Context: an optimization exercise on an open-source flow, tuned for small area, a short achievable clock period and few clock cycles per item. The choices shown serve that exercise and are no tape-out recipe. Where RTL was checked, it was by simulation tests only, not by an equivalence proof against the original.

## the reference run
## a429pk
module a429pk (
    input  wire         clk,
    input  wire         rst,
    input  wire         cmd_valid,
    output wire         cmd_ready,
    input  wire [287:0] cmd,
    output reg          rsp_valid,
    output wire [127:0] rsp_rn,
    output wire [63:0]  rsp_rd,
    output reg          diag_valid,
    output reg  [3:0]   diag_code,
    output wire [31:0]  raw,
    output wire [7:0]   dsr
);
    localparam [7:0] OP_SETRAW  = 8'h01, OP_GETRAW  = 8'h02,
                     OP_SETID   = 8'h03, OP_GETID   = 8'h04,
                     OP_SETSDI  = 8'h05, OP_GETSDI  = 8'h06,
                     OP_SETSSM  = 8'h07, OP_GETSSM  = 8'h08,
                     OP_SETPAR  = 8'h09, OP_GETPAR  = 8'h0A,
                     OP_SETBNR  = 8'h0B, OP_GETBNR  = 8'h0C,
                     OP_SETBCDD = 8'h0D, OP_SETBCD  = 8'h0E,
                     OP_GETBCD  = 8'h0F, OP_SETDISC = 8'h10,
                     OP_GETDISC = 8'h11, OP_SETDBIT = 8'h12,
                     OP_GETDBIT = 8'h13, OP_CLR     = 8'h14,
                     OP_GETWORD = 8'h15, OP_GETDSR  = 8'h16,
                     OP_CLRDSR  = 8'h17;
    localparam [3:0] E_NONE     = 4'd0,
                     E_RANGE    = 4'd1,
                     E_TOOWIDE  = 4'd2,
                     E_OCCUPIED = 4'd3,
                     E_OUTRANGE = 4'd4,
                     E_DIGIT    = 4'd5,
                     E_RADIX    = 4'd6,
                     E_SIGNOVL  = 4'd7,
                     E_ILLEGAL  = 4'd8;
    localparam [3:0] S_IDLE  = 4'd0,
                     S_PREP  = 4'd1,    
                     S_P2    = 4'd2,    
                     S_P1    = 4'd3,    
                     S_DIV   = 4'd4,    
                     S_FIN   = 4'd5,    
                     S_FIN2  = 4'd6,    
                     S_GMUL  = 4'd7,    
  ...
Size: about 9100 cells after synthesis, roughly 590 flip-flops, roughly 0.066 mm^2 of cells after synthesis.
clock: 15.0 ns
lec_check: 0
cap_margin: 20
core_margin: 2
core_utilization: 40
slew_margin: 20
run.sh (not shown) runs the stock make flow with config.mk's settings and CLKGATE_MAP_FILE= SYNTH_SCRIPT=/design/flow/synth_recipe.tcl, a recipe that flattens the netlist after the stock synthesis.
#### Input delta (the trial run over the reference run)
# the reference run
export LEC_CHECK = 0
export CAP_MARGIN = 20
export CORE_MARGIN = 2
export CORE_UTILIZATION = 40
export SLEW_MARGIN = 20
create_clock -name core_clock -period 15.0 [get_ports {clk}]
# the trial run
export LEC_CHECK = 0
export CAP_MARGIN = 40
export CORE_MARGIN = 2
export CORE_UTILIZATION = 40
export SETUP_SLACK_MARGIN = 5
export SLEW_MARGIN = 40
create_clock -name core_clock -period 15.0 [get_ports {clk}]
Notes after the runs:
- Detailed placement HPWL of the reference run is on par with the trial run.
- The trial run vs. the reference run: global-route usage comparable; total of plain and repair buffers excluding clock buffers now larger.
- On register clock-pin slew on the reported worst setup and hold paths, the reference run and the trial run are neck and neck.
No functional check of the RTL was part of any run of this note.

* * *

Another version of the RTL of a429pk (not shown whole).
Size in the first run: ~9000 cells after synthesis, ~660 flip-flops.
Settings: LEC_CHECK=0, CAP_MARGIN=40, CORE_MARGIN=2, CORE_UTILIZATION=40, SLEW_MARGIN=40; clock period 15.0 ns.
standard.sh (not shown) runs the stock make flow with config.mk's settings and CLKGATE_MAP_FILE= SYNTH_SCRIPT=/design/flow/synth_recipe.tcl, a recipe that flattens the netlist after the stock synthesis.
==> flow/flow/run.sh <==
#!/bin/bash
# The standard layout (standard.sh), with ORFS's setup repair asked to
# leave a larger setup-slack margin on the design's own clock period, and
# plain buffers (buf_2) for the port buffers.
set -euo pipefail
export SETUP_SLACK_MARGIN=8
export BUFFER_PORTS_ARGS="-buffer_cell sky130_fd_sc_hd__buf_2"
bash standard.sh > standard.log 2>&1
Next try:
==> flow/flow/run.sh (replaced) <==
#!/bin/bash
# The standard layout (standard.sh), with ORFS's setup repair asked to
# leave a larger setup-slack margin on the design's own clock period, and
# allowed to resize cells to other footprints.
set -euo pipefail
export SETUP_SLACK_MARGIN=8
bash standard.sh MATCH_CELL_FOOTPRINT=0 finish > standard.log 2>&1
After rerunning:
- sequential share of layout area fell by 0.89 points
- global-route usage rose by 0.49 points
- wire length rose by 0.92%
Next try:
==> flow/flow/run.sh (replaced) <==
#!/bin/bash
# The standard layout (standard.sh), with ORFS's setup repair asked to
# leave a larger setup-slack margin on the design's own clock period.
set -euo pipefail
export SETUP_SLACK_MARGIN=8
bash standard.sh > standard.log 2>&1
After rerunning: The new run ran to the end with no violations; critical path depth climbs by 4; register-to-register slack is worse by 0.23 ns; maximum frequency drops by a few percent; die area stays the same; wire length climbs by a few percent; synthesized area does not change; cell area is about the same.
Next try:
Settings changed: SYNTH_HIERARCHICAL set to 1, SYNTH_MINIMUM_KEEP_SIZE set to 0.
Utilization came out higher by 0.61 points.
Via count climbs by 5.6%.
Non-clock buffer count goes up by 59.
Clock-buffer cell count is higher by 15.
Worst setup slack gets better by 0.54 ns.
Clock skew fell by 0.025 ns.
Routed wire length goes up by 5.1%.
No run of this note included a check of the RTL's function; only the layout flow was run.

* * *

== oak ==
a429pk, a different RTL version from the one above (not shown whole).
Size in the first run: about 530 I/O pins, about 65,000 µm² of cells after synthesis.
Settings: LEC_CHECK=0, CAP_MARGIN=40, CORE_MARGIN=2, CORE_UTILIZATION=40, SLEW_MARGIN=40; clock period 15.0 ns.
==> flow/flow/run.sh <==
#!/bin/bash
# The standard layout (standard.sh), with ORFS's setup repair asked to
# leave a larger setup-slack margin on the design's own clock period, and
# plain buffers (buf_2) for the port buffers.
set -euo pipefail
export SETUP_SLACK_MARGIN=8
export BUFFER_PORTS_ARGS="-buffer_cell sky130_fd_sc_hd__buf_2"
bash standard.sh > standard.log 2>&1
In summary, oak completed successfully, with a layout that passed the timing, DRC and antenna checks.
Testbench counts of oak, summed over its fixed seeds: cycles 8,134, commands 3,486.
What pine does differently from oak at the input level:
-- flow/config.mk --
<<< oak, line 11
>>> pine, line 11
export CTS_BUF_LIST = sky130_fd_sc_hd__clkbuf_8 sky130_fd_sc_hd__clkbuf_4
==> comparison <==
pine reached the end of the flow, and the finished layout is clean on the timing, DRC and antenna checks. Compare oak and pine | worst path required time lower: oak. Summary of pine over oak: cell area now smaller; post-detailed-placement half-perimeter wirelength held. | register-to-register slack | oak vs pine | ≈ equal |.

-- re-timing with driven ports --
In the flow no input, the clock included, has a driving cell. The finished layouts below were timed again as built, in two steps. Step 1 assumes that a clkbuf_16 drives the clock port and a buf_2 every other input. Step 2 times the ports against the registers' clock, not the clock port: input delays grow and output delays shrink by t, the midpoint of the rising clock arrivals with the driver on. Slacks: no drivers / after step 1 / after step 2; pairs: no drivers / after step 1.
| run | t (ns) | setup WS [ns] | pins driven straight from the clock port |
|---|---|---|---|
| the reference run | 0.844 | 3.518 / 3.588 / 2.745 | 1 |
| the trial run | 0.836 | 5.245 / 5.323 / 4.487 | 1 |
| the first run of note 2 | 0.842 | 7.324 / 7.395 / 6.553 | 1 |
| the second run of note 2 | 0.813 | 7.510 / 7.543 / 6.730 | 1 |
| the third run of note 2 | 0.822 | 7.357 / 7.408 / 6.586 | 1 |
| the fourth run of note 2 | 0.841 | 7.892 / 7.892 / 7.152 | 1 |
| oak | 0.823 | 7.812 / 7.703 / 6.880 | 1 |
| pine | 1.039 | 7.961 / 7.860 / 6.820 | 1 |
After both steps setup and hold are still met in every run listed. The setup slack of pine, which loses most, moves by -0.101 ns with the drivers and by -1.141 ns with both steps.
